This design comes from an exercise in tuning for small area, a short achievable clock period and few clock cycles on the open sky130 flow, not from production work. RTL that was checked went through simulation tests only; none was proved equivalent to the original. Power is estimated from default activity; no workload was simulated.

Setup of build 55:
// polyline_codec
module polyline_codec (
    input  wire        clk,
    input  wire        rst,
    input  wire        enc_in_valid,
    output wire        enc_in_ready,
    input  wire [64:0] enc_in_data,
    output wire        enc_out_valid,
    input  wire        enc_out_ready,
    output wire [8:0]  enc_out_data,
    input  wire        dec_in_valid,
    output wire        dec_in_ready,
    input  wire [8:0]  dec_in_data,
    output wire        dec_out_valid,
    input  wire        dec_out_ready,
    output wire [65:0] dec_out_data
);
Settings: LEC_CHECK=0, CAP_MARGIN=20, CORE_MARGIN=2, CORE_UTILIZATION=40, CTS_BUF_LIST=sky130_fd_sc_hd__clkbuf_4, CTS_CLUSTER_DIAMETER=35, CTS_CLUSTER_SIZE=8, PLACE_DENSITY=0.6, SETUP_SLACK_MARGIN=2.6, SLEW_MARGIN=20; clock period 5.0 ns.
standard.sh (not shown) runs the stock make flow with config.mk's settings and CLKGATE_MAP_FILE= SYNTH_SCRIPT=/design/flow/synth_recipe.tcl, a recipe that flattens the netlist after the stock synthesis.
==> flow/flow/run.sh <==
#!/bin/bash
# The standard layout, with every port buffered by a buf_1 (instead of the
# buffer buffer_ports picks by default) and a clock tree built without dummy
# loads. Each tool's full output is in orfs/logs/; make's output in make.log.
set -euo pipefail
export BUFFER_PORTS_ARGS="-buffer_cell sky130_fd_sc_hd__buf_1"
export CTS_ARGS="-sink_clustering_enable -repair_clock_nets -buf_list sky130_fd_sc_hd__clkbuf_4 -sink_clustering_size 8 -sink_clustering_max_diameter 35 -dont_use_dummy_load"
bash standard.sh > make.log 2>&1
Testbench counts of build 55, summed over its fixed seeds: cycles 31,934.
Changes in build 65 relative to build 55:
Settings: a change of SETUP_SLACK_MARGIN from 2.6 to 2.0.
## What came out
Looking at layout filler cell count, build 65 sits 243 above build 55. Delta (build 65 minus build 55): wire length on met3 shows an increase of 1.1%, post-layout minimum cycle time +0.13 ns. When the final numbers for build 55 and build 65 were put side by side, the clock skew turned out to be greater in build 65.
What build 6 does differently from build 65 at the input level:
Settings: a change of SETUP_SLACK_MARGIN from 2.0 to 2.3.
### Flow results
Compared with build 65, build 6 shows met2 wire length higher by about 0.7%.
Across both runs, routed wire length was higher for build 6 than for build 65.
Cell area | build 6 vs build 65 | build 6 larger
Summary: with build 65 as the reference, first-pass GRT wire length in build 6 moved up by a few percent.
Build 6 vs. build 65: peak supply drop lost 0.0000077 V, reported leakage power went up by 2.0%, register fraction of the total cell area shows a reduction of 1.1 points, met2 usage +0.47 points.
Delta(clock period minus final worst setup slack, build 6 - build 65) < 0

========
the reference run:
Another version of the RTL of polyline_codec (not shown whole).
For scale: ~1,600 cells after synthesis, ~290 flip-flops, roughly 160 I/O pins.
Settings: LEC_CHECK=0, CAP_MARGIN=20, CORE_MARGIN=2, CORE_UTILIZATION=40, CTS_BUF_LIST=sky130_fd_sc_hd__clkbuf_4, CTS_CLUSTER_DIAMETER=35, CTS_CLUSTER_SIZE=8, PLACE_DENSITY=0.6, SETUP_SLACK_MARGIN=2.4, SLEW_MARGIN=20; clock period 5.0 ns.
Scripts as last shown in full above: flow/flow/run.sh
#### Input delta (the trial run over the reference run)
# the reference run
export LEC_CHECK = 0
export CAP_MARGIN = 20
export CORE_MARGIN = 2
export CORE_UTILIZATION = 40
export CTS_BUF_LIST = sky130_fd_sc_hd__clkbuf_4
export CTS_CLUSTER_DIAMETER = 35
export CTS_CLUSTER_SIZE = 8
export PLACE_DENSITY = 0.6
export SETUP_SLACK_MARGIN = 2.4
export SLEW_MARGIN = 20
create_clock -name core_clock -period 5.0 [get_ports {clk}]
# the trial run
export LEC_CHECK = 0
export CAP_MARGIN = 20
export CORE_MARGIN = 2
export CORE_UTILIZATION = 40
export CTS_BUF_LIST = sky130_fd_sc_hd__clkbuf_4
export CTS_CLUSTER_DIAMETER = 35
export CTS_CLUSTER_SIZE = 8
export PLACE_DENSITY = 0.6
export SETUP_SLACK_MARGIN = 2.0
export SLEW_MARGIN = 20
create_clock -name core_clock -period 5.0 [get_ports {clk}]
==> run notes <==
The setup slack of the trial run is smaller than that of the reference run.
Relative to the reference run, the clock buffer count in the final layout measured on the trial run has increased by more than 10%.
Comparing the trial run and the reference run, the lower non-clock buffer area fraction after layout was measured on the trial run.
Wire length per cell in the trial run is about 6.6% lower than in the reference run
Sequential share of layout area delta for the trial run relative to the reference run: 2.9 points higher
The final layouts of the trial run and the reference run pass the timing, design-rule and antenna checks.
On wire length after detailed routing, the lower figure sits with the trial run, not the reference run.
For the met1 demand-to-capacity share in global routing, the trial run came in 0.60 points lower than the reference run did.
Against the reference run, the trial run comes in 9.4 points lower on signed area change from the synthesized netlist to the final layout.
Relative to the reference run, the buffers inserted during post-CTS setup optimization of the trial run is lower by 24.
Total power, the trial run and the reference run: lower on the trial run
Compared with the reference run, the trial run shows a number of global-route vias before repair that is 391 lower.
Function was not checked in any run of this note: the RTL went through the layout flow alone.

## afterwards: timing with drivers on the ports
Ports are ideal in the flow. The routed layouts listed here were re-timed in OpenROAD.
Step 1, drivers: a clkbuf_16 drives clk and a buf_2 each remaining input, both assumed.
Step 2 adds t to the input delays and takes it off the output delays; t is the mean of the earliest and latest rising clock arrival at the registers after step 1. Input paths then give back, and output paths get back, about the clock's delay inside the block.
Three values: ideal ports, drivers, drivers and shift; two values: the first two.
run	t (ns)	setup WS [ns]	worst register clock-pin slew, ns
build 55	0.799	2.193 / 2.181 / 1.382	0.09 / 0.09
build 65	0.770	2.067 / 2.057 / 1.287	0.09 / 0.09
build 6	0.798	2.243 / 2.241 / 1.442	0.09 / 0.09
the reference run	0.818	1.611 / 1.611 / 1.099	0.09 / 0.09
the trial run	0.757	1.541 / 1.541 / 1.137	0.09 / 0.09
After both steps setup and hold are still met in every run listed. The setup slack of build 55, which loses most, moves by -0.012 ns with the drivers and by -0.811 ns with both steps.
